Source: an optimization exercise on an open RTL-to-GDS flow (aim: small area). Production flows keep margins and buffers that such runs may drop. Function was checked by simulation only, so behaviour that the tests miss may differ from the original. Power is estimated from default activity; no workload was simulated.

==> v10: inputs <==
## tc_onewire
module tc_onewire (
    input  wire        clk,
    input  wire        rst_n,
    input  wire        cmd_valid,
    output wire        cmd_ready,
    input  wire [15:0] cmd_word,
    output wire        rsp_valid,
    input  wire        rsp_ready,
    output wire [31:0] rsp_word,
    output wire        dq_oe,
    input  wire        dq_in
);
    localparam [3:0] OP_RESET  = 4'h1, OP_WBIT  = 4'h2, OP_RBIT   = 4'h3,
                     OP_WBYTE  = 4'h4, OP_RBYTE = 4'h5, OP_RBYTES = 4'h6,
                     OP_SPRD   = 4'h7, OP_CCLR  = 4'h8, OP_CUPD   = 4'h9,
                     OP_CBUF   = 4'hA, OP_START = 4'hB, OP_STEP   = 4'hC,
                     OP_ABORT  = 4'hD, OP_STATUS = 4'hE;
    localparam [2:0] TS_IDLE = 3'd0, TS_APC = 3'd1, TS_WCD = 3'd2, TS_APR = 3'd3,
                     TS_RSP  = 3'd4, TS_DONE = 3'd5, TS_ERR = 3'd6;
    localparam [1:0] M_IDLE = 2'd0, M_WORK = 2'd1, M_RSP = 2'd2;
    reg [71:0] ring;
    reg [2:0]  bitp;
    reg [3:0]  bytep;
    wire       p0  = (bitp == 3'd0) && (bytep == 4'd0);
    wire       p32 = (bitp == 3'd0) && (bytep == 4'd4);
    wire       tail = ring[71];           
    reg [1:0]  ms;
    reg [3:0]  op;
    reg [3:0]  nreg;
    reg [7:0]  d0;
    reg        ill, bsy, pres, done;
    reg [2:0]  txn;
    reg [1:0]  ev;
    reg [11:0] temp;
    reg [7:0]  crc;
    reg [3:0]  idx;
    reg [2:0]  bcnt;
    reg        phase;
    reg        wpend, wact;
    reg        active, oe;
    reg [7:0]  tmr;
    assign dq_oe     = oe;
    assign cmd_ready = (ms == M_IDLE);
    assign rsp_valid = (ms == M_RSP);
    wire [3:0] c_op = cmd_word[15:12];
  ...
clock: 100.0 ns
lec_check: 0
cap_margin: 20
core_margin: 2
core_utilization: 40
slew_margin: 20
run.sh (not shown) runs the stock make flow with config.mk's settings and CLKGATE_MAP_FILE= SYNTH_SCRIPT=/design/flow/synth_recipe.tcl, a recipe that flattens the netlist after the stock synthesis.
==> v32: changes against v10 <==
--- a/flow/design.v
+++ b/flow/design.v
@@ -31,16 +31,17 @@
     reg        ill, bsy, pres, done;
     reg [2:0]  txn;
     reg [1:0]  ev;
     reg [11:0] temp;
     reg [7:0]  crc;
     reg [3:0]  idx;
     reg [2:0]  bcnt;
     reg        phase;
+    reg        sreq;
     reg        wpend, wact;
     reg        active, oe;
     reg [7:0]  tmr;
     assign dq_oe     = oe;
     assign cmd_ready = (ms == M_IDLE);
     assign rsp_valid = (ms == M_RSP);
     wire [3:0] c_op = cmd_word[15:12];
     wire [3:0] c_n  = cmd_word[11:8];
@@ -67,35 +68,30 @@
     wire k_rst   = (op == OP_RESET) || (seq_rw && !phase);
     wire k_wr    = (op == OP_WBIT) || (op == OP_WBYTE) || (seq_rw && phase);
     wire k_rd    = !k_rst && !k_wr;
     wire seq_bit = !idx[0] ? bcnt[1] :
                    (txn == TS_APC) ? (bcnt[1] && !bcnt[0]) :
                                      (bcnt != 3'd0 && bcnt != 3'd6);
     wire wbit    = seq_rw ? seq_bit : d0[0];
     wire k_w0    = k_wr && !wbit;
-    wire t_8   = tmr[0];                                          
-    wire t_66  = tmr[2] & ~tmr[3] & ~tmr[6] & tmr[7];             
-    wire t_1   = ~tmr[6] & tmr[7];                                
-    wire t_76  = ~tmr[0] & tmr[1] & ~tmr[2] & ~tmr[3] & tmr[6] & ~tmr[7];  
-    wire t_132 = tmr[1] & tmr[2] & tmr[4] & tmr[6] & tmr[7];      
-    wire ev_low = active && (k_rst ? (p32 && t_66) :
-                             k_w0  ? (p32 && t_8)  : p0);
-    wire ev_smp = active && (k_rst ? (p32 && t_76) :
-                             k_rd  ? (p0  && t_1)  : 1'b0);
-    wire ev_end = active && p0 && (k_rst ? t_132 : t_8);
+    wire ev_low = active && (k_rst ? (p32 && tmr == 8'd66) :
+                             k_w0  ? (p32 && tmr == 8'd8)  :
+                                     (p0  && tmr == 8'd0));
+    wire ev_smp = active && (k_rst ? (p32 && tmr == 8'd76) :
+                             k_rd  ? (p0  && tmr == 8'd1)  : 1'b0);
+    wire ev_end = active && p0 && (k_rst ? (tmr == 8'd132) : (tmr == 8'd8));
     wire w_sprd = (op == OP_SPRD);
     wire w_cupd = (op == OP_CUPD);
     wire w_cbuf = (op == OP_CBUF);
     wire w_wr   = !w_sprd && !w_cupd && !w_cbuf;
     wire w_start = w_sprd ? (bytep == nreg) :
                    w_cbuf ? (bytep == 4'd0) :
                    w_cupd ? 1'b1 : (bytep == idx);
     wire wcyc  = wpend && (wact || (bitp == 3'd0 && w_start));
-    wire sreq  = (ms == M_WORK) && w_wr;
     wire wlast = (bitp == 3'd7) && (!w_cbuf || (bytep + 4'd1 == nreg));
     wire crc_d   = w_cupd ? d0[0] : tail;
     wire crc_mix = crc[0] ^ crc_d;
     wire [7:0] crc_nx = {crc_mix, crc[7:5], crc[4] ^ crc_mix, crc[3] ^ crc_mix, crc[2:1]};
     wire poll_hit = temp[0] & temp[1] & temp[4] & temp[5] & temp[6] & temp[7] & temp[8] & temp[10];
     wire poll_fb  = ~(temp[1] ^ temp[10]);
     always @(posedge clk) begin
         ring <= {ring[70:0], (wcyc && w_wr) ? d0[0] : tail};
@@ -107,29 +103,31 @@
             if (bitp == 3'd7)
                 bytep <= bytep[3] ? 4'd0 : bytep + 4'd1;
         end
         if (!rst_n) begin
             ms     <= M_IDLE;
             txn    <= TS_IDLE;
             ev     <= 2'd0;
             crc    <= 8'h00;
+            sreq   <= 1'b0;
             wpend  <= 1'b0;
             wact   <= 1'b0;
             active <= 1'b0;
             oe     <= 1'b0;
         end else begin
             if (!active) begin
-                tmr <= {1'b0, tmr[7:1]};           
                 if (sreq && p0) begin
                     active <= 1'b1;
                     oe     <= 1'b1;
+                    tmr    <= 8'd0;
+                    sreq   <= 1'b0;
                 end
             end else begin
-                if (p0) tmr <= {~(tmr[0] ^ tmr[3]), tmr[7:1]};
+                if (p0) tmr <= tmr + 8'd1;
                 if (ev_low) oe <= 1'b0;
                 if (ev_end) active <= 1'b0;
             end
             if (txn == TS_APC)
                 temp <= {1'b0, temp[11:1]};
             if (ev_smp) begin
                 if (k_rst)
                     pres <= ~dq_in;
@@ -143,76 +141,85 @@
                         wpend <= 1'b1;
                 end
             end
             if (wcyc) begin
                 wact <= !wlast;
                 if (wlast) begin
                     wpend <= 1'b0;
                     if (!w_wr) ms <= M_RSP;
-                    else idx <= idx + 4'd1;
                 end
                 if (w_cupd || w_cbuf)
                     crc <= crc_nx;
                 d0 <= {tail, d0[7:1]};
             end
             if (ev_end) begin
                 if (k_wr) d0 <= {1'b0, d0[7:1]};
                 case (op)
                 OP_RESET, OP_WBIT, OP_RBIT: ms <= M_RSP;
                 OP_WBYTE, OP_RBYTE: begin
                     bcnt <= bcnt + 3'd1;
-                    if (bcnt == 3'd7) ms <= M_RSP;
+                    if (bcnt == 3'd7) ms <= M_RSP; else sreq <= 1'b1;
                 end
                 OP_RBYTES: begin
                     bcnt <= bcnt + 3'd1;
-                    if (bcnt == 3'd7 && idx == nreg) ms <= M_RSP;
+                    if (bcnt == 3'd7) begin
+                        idx <= idx + 4'd1;
+                        if (idx + 4'd1 == nreg) ms <= M_RSP; else sreq <= 1'b1;
+                    end else
+                        sreq <= 1'b1;
                 end
                 default: begin  
                     if (seq_rw) begin
                         if (!phase) begin
                             if (!pres) begin
                                 txn  <= TS_ERR;
                                 ev   <= (txn == TS_APC) ? 2'd1 : 2'd2;
                                 done <= 1'b1;
                                 ms   <= M_RSP;
-                            end else
+                            end else begin
                                 phase <= 1'b1;
+                                sreq  <= 1'b1;
+                            end
                         end else begin
                             bcnt <= bcnt + 3'd1;
                             if (bcnt == 3'd7) begin
                                 idx <= idx + 4'd1;
                                 if (idx[0]) begin
                                     txn <= (txn == TS_APC) ? TS_WCD : TS_RSP;
                                     idx <= 4'd0;
                                     ms  <= M_RSP;
-                                end
-                            end
+                                end else
+                                    sreq <= 1'b1;
+                            end else
+                                sreq <= 1'b1;
                         end
                     end else if (txn == TS_WCD) begin
                         if (d0[0])
                             txn <= TS_APR;
                         else begin
                             temp <= {poll_fb, temp[11:1]};
                             if (poll_hit) begin
                                 txn  <= TS_ERR;
                                 ev   <= 2'd3;
                                 done <= 1'b1;
                             end
                         end
                         ms <= M_RSP;
                     end else begin  
                         bcnt <= bcnt + 3'd1;
                         if (bcnt == 3'd7) begin
-                            if (idx[3] & idx[0]) begin    
+                            idx <= idx + 4'd1;
+                            if (idx == 4'd8) begin
                                 txn  <= TS_DONE;
                                 done <= 1'b1;
                             end
                             ms <= M_RSP;
-                        end
+                        end else
+                            sreq <= 1'b1;
                     end
                 end
                 endcase
             end
             if (ms == M_RSP && rsp_ready)
                 ms <= M_IDLE;
             if (ms == M_IDLE && cmd_valid) begin
                 op    <= c_op;
@@ -222,33 +229,34 @@
                 bsy   <= legal && gated && in_flight;
                 pres  <= 1'b0;
                 done  <= 1'b0;
                 phase <= 1'b0;
                 bcnt  <= 3'd0;
                 ms    <= M_RSP;
                 if (c_ok) begin
                     case (c_op)
-                    OP_RESET, OP_WBIT, OP_WBYTE, OP_RBIT, OP_RBYTE:
-                        ms <= M_WORK;
+                    OP_RESET, OP_WBIT, OP_WBYTE, OP_RBIT, OP_RBYTE: begin
+                        ms <= M_WORK; sreq <= 1'b1;
+                    end
                     OP_RBYTES: begin
-                        ms <= M_WORK; idx <= 4'd0;
+                        ms <= M_WORK; sreq <= 1'b1; idx <= 4'd0;
                     end
                     OP_SPRD, OP_CUPD: begin
                         ms <= M_WORK; wpend <= 1'b1;
                     end
                     OP_CBUF: begin
                         ms <= M_WORK; wpend <= 1'b1; crc <= 8'h00;
                     end
                     OP_CCLR:  crc <= 8'h00;
                     OP_START: begin txn <= TS_APC;  ev <= 2'd0; end
                     OP_ABORT: begin txn <= TS_IDLE; ev <= 2'd0; end
                     OP_STEP: begin
                         if (in_flight) begin
-                            ms <= M_WORK;
+                            ms <= M_WORK; sreq <= 1'b1;
                             if (txn == TS_APC || txn == TS_APR) idx <= 4'd0;
                         end
                     end
                     default: ;
                     endcase
                 end
             end
         end
==> notes.md <==
| item | v10 | v32 |
|---|---|---|
| P per Cell Area | 18.0 mW/mm^2 | 16.5 mW/mm^2 |
| Worst stage delay on the critical path | 710 ps | 750 ps |
| Total routed wire length on the met1 layer | 6840 microns | 8090 microns |
| Buffer count excluding the clock tree in the final layout | 49 | 51 |
| Multi-input combinational cell count | 406 | 450 |
| Met3 capacity usage during global routing | 4.07% | 4.68% |
| DP HPWL | 10300 microns | 12000 microns |
| Top-area cell type share of the netlist area | 30.4% | 28.8% |
| Largest Pwr Group | the clock network | registers |
| Endpoint of the worst register-to-register path | temp[2]$_DFFE_PP_ | temp[11]$_DFFE_PP_ |
| Share of power burned in registers | 46.6% | 49.0% |
| Fraction of area in registers | 44.4% | 42.8% |
| CP Buf/Inv Count | 1 | 2 |
| Outcome | no timing/DRC/antenna violations | no timing/DRC/antenna violations |
| Number of non-clock inverters in the layout | 34 | 35 |
| Overall die height | 131 microns | 135 microns |
| Clk pwr | 66.1 uW | 58.8 uW |
| Met2 WL post-DR | 6700 microns | 7420 microns |
| Net switching power figure | 32.6 uW | 32.5 uW |
| Switching power share of the total | 23.6% | 24.7% |
| Min Clock Period, post-route | 23010 ps | 23240 ps |

==> port drivers added, routing unchanged <==
How much do the figures lean on ideal ports? The routed layouts below were timed once more, with nothing changed but the port constraints. Step 1: set_driving_cell puts a clkbuf_16 on clk and a buf_2 on each other input, an assumption about the parent block. Step 2 times the ports against the registers' clock, not the clock port: input delays grow and output delays shrink by t, the midpoint of the rising clock arrivals with the driver on. a / b / c = no drivers / after step 1 / after step 2; a / b = the first two.
run | shift t [ns] | setup slack, ns | hold WS [ns] | worst register clock-pin slew, ns
v10 | 0.451 | 76.991 / 76.951 / 77.091 | 0.326 / 0.326 / 0.326 | 0.06 / 0.06
v32 | 0.469 | 76.756 / 76.709 / 76.935 | 0.325 / 0.325 / 0.325 | 0.06 / 0.06
After both steps every run listed still meets setup and hold.
